What follows belongs to an exercise in optimizing a design on an open flow for small area and few clock cycles per item; a production flow would make more cautious choices.
The RTL was checked by simulation tests, not by an equivalence proof against the original design.

==> pepper <==
==> flow/design.v <==
module magenta_sbox (
    input  wire [7:0] x,
    output wire [7:0] y
);
    function [7:0] xtime;
        input [7:0] v;
        begin
            xtime = {v[6:0], 1'b0} ^ (v[7] ? 8'h65 : 8'h00);
        end
    endfunction
    wire [4:0] h = x[7:3];
    wire [7:0] base;
    assign base[0] = 32'h728f092f >> h;
    assign base[1] = 32'h2236e2cc >> h;
    assign base[2] = 32'hc4c1a29a >> h;
    assign base[3] = 32'h85cf5f1c >> h;
    assign base[4] = 32'ha3c24bc8 >> h;
    assign base[5] = 32'hff37ba02 >> h;
    assign base[6] = 32'hc313068a >> h;
    assign base[7] = 32'h6a173d7c >> h;
    wire [7:0] m4 = x[2] ? xtime(xtime(xtime(xtime(base)))) : base;
    wire [7:0] m2 = x[1] ? xtime(xtime(m4)) : m4;
    wire [7:0] m1 = x[0] ? xtime(m2) : m2;
    assign y = {m1[7:1], m1[0] & ~&x};
endmodule
module magenta_pi (
    input  wire [127:0] x,
    output wire [127:0] y
);
    wire [127:0] sx;
    wire [127:0] ax;
    genvar j, i;
    generate
        for (j = 0; j < 16; j = j + 1) begin : g_s1
            magenta_sbox u_s1 (.x(x[127-8*j -: 8]), .y(sx[127-8*j -: 8]));
        end
        for (i = 0; i < 8; i = i + 1) begin : g_pair
            assign ax[127-16*i -: 8]     = x[127-8*i -: 8]     ^ sx[127-8*(i+8) -: 8];
            assign ax[127-16*i-8 -: 8]   = x[127-8*(i+8) -: 8] ^ sx[127-8*i -: 8];
        end
        for (j = 0; j < 16; j = j + 1) begin : g_s2
            magenta_sbox u_s2 (.x(ax[127-8*j -: 8]), .y(y[127-8*j -: 8]));
        end
    endgenerate
endmodule
module magenta_core (
    input  wire         clk,
    input  wire         rst,         
    input  wire         start,       
    input  wire         decrypt,     
    input  wire [1:0]   ksize,       
    input  wire [255:0] key,         
    input  wire [127:0] din,         
    output wire         ready,
    output wire         done,
    output wire [127:0] dout
);
    reg         busy;
    reg         done_r;
    reg [2:0]   round;       
    reg [2:0]   step;        
    reg         swap;        
    reg [1:0]   ksize_r;
    reg [255:0] key_r;
    reg [63:0]  h0, h1;      
    reg [127:0] c;           
    function [1:0] sched;
        input [1:0] ks;
        input [2:0] r;
        begin
            case (ks)
                2'd0:    sched = (r == 3'd2 || r == 3'd3) ? 2'd1 : 2'd0;
                2'd1:    case (r)
                             3'd1, 3'd4: sched = 2'd1;
                             3'd2, 3'd3: sched = 2'd2;
                             default:    sched = 2'd0;
                         endcase
                default: case (r)
                             3'd1, 3'd6: sched = 2'd1;
                             3'd2, 3'd5: sched = 2'd2;
                             3'd3, 3'd4: sched = 2'd3;
                             default:    sched = 2'd0;
                         endcase
            endcase
        end
    endfunction
    function [127:0] split;
        input [127:0] v;
        integer k;
        begin
            for (k = 0; k < 8; k = k + 1) begin
                split[127-8*k -: 8] = v[127-16*k -: 8];
                split[63-8*k -: 8]  = v[127-16*k-8 -: 8];
            end
        end
    endfunction
    wire [2:0] last_round = (ksize_r == 2'd2) ? 3'd7 : 3'd5;
    wire last_step = (step == 3'd5);
    wire next_t    = step[0];        
    wire last_blk  = busy && last_step && (round == last_round);
    wire [1:0] sk_sel = last_step ? sched(ksize_r, round + 3'd1)
                                  : sched(ksize_r, round);
    reg [63:0] subkey;
    always @(*) begin
        case (sk_sel)
            2'd0: subkey = key_r[255:192];
            2'd1: subkey = key_r[191:128];
            2'd2: subkey = key_r[127:64];
            default: subkey = key_r[63:0];
        endcase
    end
    wire [127:0] pi_mid, pi_out;
    magenta_pi u_pi0 (.x(c),      .y(pi_mid));
    magenta_pi u_pi1 (.x(pi_mid), .y(pi_out));
    wire [127:0] ps = split(pi_out);
    wire [63:0]  hsel   = (last_step ? swap : !swap) ? h1 : h0;
    wire [63:0]  new_hi = hsel ^ ps[127:64];
    wire [63:0]  new_lo = subkey ^ (last_step ? 64'd0 : ps[63:0]);
    wire accept = start && !busy;
    always @(posedge clk) begin
        if (accept)
            c <= {decrypt ? din[127:64] : din[63:0], key[255:192]};
        else if (next_t)
            c <= {new_hi, new_lo};
        else
            c <= pi_out;
        if (accept) begin
            key_r   <= key;
            ksize_r <= ksize;
        end
        if (accept || (busy && last_step && !swap))
            h0 <= accept ? din[127:64] : new_hi;
        if (accept || (busy && last_step && swap))
            h1 <= accept ? din[63:0] : new_hi;
    end
    always @(posedge clk) begin
        if (rst) begin
            busy   <= 1'b0;
            done_r <= 1'b0;
        end else begin
            done_r <= last_blk;
            if (accept)
                busy <= 1'b1;
            else if (last_blk)
                busy <= 1'b0;
        end
    end
    always @(posedge clk) begin
        if (accept) begin
            round <= 3'd0;
            step  <= 3'd0;
            swap  <= decrypt;
        end else if (busy) begin
            step <= last_step ? 3'd0 : step + 3'd1;
            if (last_step) begin
                round <= round + 3'd1;
                swap  <= ~swap;
            end
        end
    end
    assign ready = !busy;
    assign done  = done_r;
    assign dout  = {h0, h1};
endmodule
==> flow/flow/run.sh <==
#!/bin/bash
# Layout flow: the standard flow, except for three settings.
#  - Synthesis maps the logic with an area-oriented ABC script
#    (flow/abc.script) and without Yosys's adder extraction.
#  - Port buffers use the smallest buffer cell.
#  - Clock tree: larger sink clusters and no dummy loads, for fewer buffers.
# Everything else is the standard flow unchanged.
set -euo pipefail
W=$PWD
rm -rf "$W/scripts_mod"
cp -r "$FLOW_HOME/scripts" "$W/scripts_mod"
cp "$W/flow/abc.script" "$W/scripts_mod/abc_speed.script"
cp "$W/flow/abc.script" "$W/scripts_mod/abc_area.script"
SCRIPTS_DIR="$W/scripts_mod" ADDER_MAP_FILE= bash "$W/standard.sh" synth > "$W/flow_synth.log" 2>&1
BUFFER_PORTS_ARGS="-buffer_cell sky130_fd_sc_hd__buf_1" \
CTS_ARGS="-sink_clustering_enable -repair_clock_nets -sink_clustering_size 16 -sink_clustering_max_diameter 80 -dont_use_dummy_load -buf_list sky130_fd_sc_hd__clkbuf_8 -root_buf sky130_fd_sc_hd__clkbuf_16" \
  bash "$W/standard.sh" > "$W/flow_layout.log" 2>&1
==> flow/flow/abc.script <==
strash
&get -n
&deepsyn -T 120
&put
dch -f
amap
topo
stime -c
==> flow/standard.sh <==
#!/bin/bash
# synth_recipe.tcl (not shown) runs the flow's synth.tcl, then flattens the netlist and writes it again
# the make line also repeats each setting of config.mk as NAME=value (left out here)
make -C /OpenROAD-flow-scripts/flow DESIGN_CONFIG=/design/flow/config.mk WORK_HOME=/design/flow/orfs CLKGATE_MAP_FILE= SYNTH_SCRIPT=/design/flow/synth_recipe.tcl "${@:-finish}"
==> flow/config.mk <==
export PLATFORM = sky130hd
export DESIGN_NAME = magenta_core
export DESIGN_NICKNAME = magenta_core
export VERILOG_FILES = /design/flow/design.v
export SDC_FILE = /design/flow/constraint.sdc
export NUM_CORES = 4
export LEC_CHECK = 0
export CAP_MARGIN = 20
export CELL_PAD_IN_SITES_DETAIL_PLACEMENT = 0
export CELL_PAD_IN_SITES_GLOBAL_PLACEMENT = 0
export CORE_MARGIN = 2
export CORE_UTILIZATION = 45
export SLEW_MARGIN = 20
==> flow/constraint.sdc <==
create_clock -name core_clock -period 20.0 [get_ports {clk}]
set_input_delay 4.0000 -clock core_clock [delete_from_list [all_inputs] [get_ports {clk}]]
set_output_delay 4.0000 -clock core_clock [all_outputs]
set_load 0.01 [all_outputs]
==> amber: changes against pepper <==
==> flow/run.sh (new file) <==
#!/bin/bash
# synth_recipe.tcl (not shown) runs the flow's synth.tcl, then flattens the netlist and writes it again
# the make line also repeats each setting of config.mk as NAME=value (left out here)
make -C /OpenROAD-flow-scripts/flow DESIGN_CONFIG=/design/flow/config.mk WORK_HOME=/design/flow/orfs CLKGATE_MAP_FILE= SYNTH_SCRIPT=/design/flow/synth_recipe.tcl finish
--- a/flow/config.mk
+++ b/flow/config.mk
@@ -8,6 +8,6 @@
 export CAP_MARGIN = 20
-export CELL_PAD_IN_SITES_DETAIL_PLACEMENT = 0
-export CELL_PAD_IN_SITES_GLOBAL_PLACEMENT = 0
+export CELL_PAD_IN_SITES_DETAIL_PLACEMENT = 1
+export CELL_PAD_IN_SITES_GLOBAL_PLACEMENT = 1
 export CORE_MARGIN = 2
-export CORE_UTILIZATION = 45
+export CORE_UTILIZATION = 35
 export SLEW_MARGIN = 20
removed: flow/flow/run.sh
removed: flow/flow/abc.script
removed: flow/standard.sh
==> notes <==
Against amber, the sequential share of layout area of pepper is higher by 9.6 points. Of amber and pepper, amber has the higher synthesized cell count (gap about 60%, measured against pepper). Between pepper and amber, the lower maximum frequency is in pepper (gap 9.2%, measured against amber). Between amber and pepper, the lower global-route usage is in amber (gap 4.6 points). In amber the area after synthesis is larger than in pepper, by 93%.
Testbench counts of pepper, summed over its fixed seeds: cycles 20,924, items 512.
Testbench counts of amber, summed over its fixed seeds: cycles 20,924, items 512.


==> run D <==
// magenta_core: RTL as listed in full above, without the edits since
clock: 20.0 ns
lec_check: 0
cap_margin: 20
cell_pad_in_sites_detail_placement: 0
cell_pad_in_sites_global_placement: 0
core_margin: 2
core_utilization: 55
slew_margin: 20
standard.sh (not shown) runs the stock make flow with config.mk's settings and CLKGATE_MAP_FILE= SYNTH_SCRIPT=/design/flow/synth_recipe.tcl, a recipe that flattens the netlist after the stock synthesis.
==> flow/flow/run.sh <==
#!/bin/bash
# Layout flow: the standard flow, except for three settings.
#  - Synthesis maps the logic with an area-oriented ABC script
#    (flow/abc.script) and without Yosys's adder extraction.
#  - Port buffers use the smallest buffer cell.
#  - Clock tree: larger sink clusters and no dummy loads, for fewer buffers.
# Everything else is the standard flow unchanged.
set -euo pipefail
W=$PWD
rm -rf "$W/scripts_mod"
cp -r "$FLOW_HOME/scripts" "$W/scripts_mod"
cp "$W/flow/abc.script" "$W/scripts_mod/abc_speed.script"
cp "$W/flow/abc.script" "$W/scripts_mod/abc_area.script"
SCRIPTS_DIR="$W/scripts_mod" ADDER_MAP_FILE= bash "$W/standard.sh" synth > "$W/flow_synth.log" 2>&1
BUFFER_PORTS_ARGS="-buffer_cell sky130_fd_sc_hd__buf_1" \
CTS_ARGS="-sink_clustering_enable -repair_clock_nets -sink_clustering_size 20 -sink_clustering_max_diameter 100 -dont_use_dummy_load" \
  bash "$W/standard.sh" > "$W/flow_layout.log" 2>&1
==> flow/flow/abc.script <==
strash
&get -n
&deepsyn -T 120
&put
dch -f
amap
topo
stime -c
==> run B (differences from run D) <==
--- a/flow/design.v
+++ b/flow/design.v
@@ -21,7 +21,7 @@
     wire [7:0] m4 = x[2] ? xtime(xtime(xtime(xtime(base)))) : base;
     wire [7:0] m2 = x[1] ? xtime(xtime(m4)) : m4;
     wire [7:0] m1 = x[0] ? xtime(m2) : m2;
-    assign y = {m1[7:1], m1[0] & ~&x};
+    assign y = (x == 8'hff) ? 8'h00 : m1;
 endmodule
 module magenta_pi (
     input  wire [127:0] x,
CELL_PAD_IN_SITES_DETAIL_PLACEMENT = 1   (was 0)
CELL_PAD_IN_SITES_GLOBAL_PLACEMENT = 1   (was 0)
CORE_UTILIZATION = 35   (was 55)
==> run summary <==
Final critical delay including setup and external delays: run B 18330 ps; run D 18520 ps
Post-synth net total: run B 10.9k; run D 10.8k
Final cell area excluding filler cells: run B 73300 um2; run D 71300 um2
GR Layer Usage met2: run B 53.0%; run D 61.5%
Area taken by multi-input logic gates: run B 46000 um2; run D 45800 um2
1st-iter DRT viols: run B 6584; run D 11.1k
Cell with the most instances on the worst path: run B nor2_1; run D clkinv_1
GP Congestion: run B 0.972; run D 1.08
Non-CTS inverters: run B 1347; run D 1360
Simple logic cell fraction of the synthesized area: run B 23.9%; run D 23.1%
Clock network contribution to total cell area: run B 1.54%; run D 1.51%
Outcome: run B finished clean; run D finished clean
Number of nets in the layout: run B 11.7k; run D 11.5k
Final wirelength: run B 319 mm; run D 253 mm
Initial cell density of the core: run B 35.1%; run D 55.6%
Sequential share of cell area: run B 19.6%; run D 20.1%
Routed wl met2: run B 147 mm; run D 109 mm
Measured slew at the worst slew-check pin: run B 1300 ps; run D 1220 ps
Share of cells above drive strength 1: run B 3.21%; run D 2.55%
Die H: run B 435 um; run D 347 um
Launch point of the critical path: run B c[53]; run D c[83]
First-pass GRT wire length: run B 479 mm; run D 387 mm
Pre-Repair DR Iteration Count: run B 6; run D 10
Worst hold slack after final layout: run B 471 ps; run D 497 ps
Testbench counts of run D, summed over its fixed seeds: cycles 20,924, items 512.
Testbench counts of run B, summed over its fixed seeds: cycles 20,924, items 512.

## afterwards: timing with drivers on the ports
The flow's constraints put no driver on any port. The routed layouts listed below were extracted and timed again, unchanged, in two steps.
Step 1 (the two cells are an assumption about what drives the block):
set clk [get_ports {clk}]
set_driving_cell -lib_cell sky130_fd_sc_hd__clkbuf_16 $clk
set_driving_cell -lib_cell sky130_fd_sc_hd__buf_2 [delete_from_list [all_inputs] $clk]
Step 2 times the ports against the registers' clock, not the clock port: input delays grow and output delays shrink by t, the midpoint of the rising clock arrivals with the driver on.
a / b / c = ideal ports / drivers / drivers and shift; a / b = the first two.
| run | t, ns | setup WS [ns] | worst setup path after step 2 | cell pins on the clock port's net |
|---|---|---|---|---|
| pepper | 0.702 | 1.703 / 1.703 / 1.703 | register to register | 1 |
| amber | 0.922 | 3.389 / 3.389 / 3.389 | register to register | 1 |
| run D | 0.704 | 1.476 / 1.476 / 1.476 | register to register | 1 |
| run B | 0.764 | 1.667 / 1.667 / 1.667 | register to register | 1 |
After both steps setup and hold are still met in every run listed.
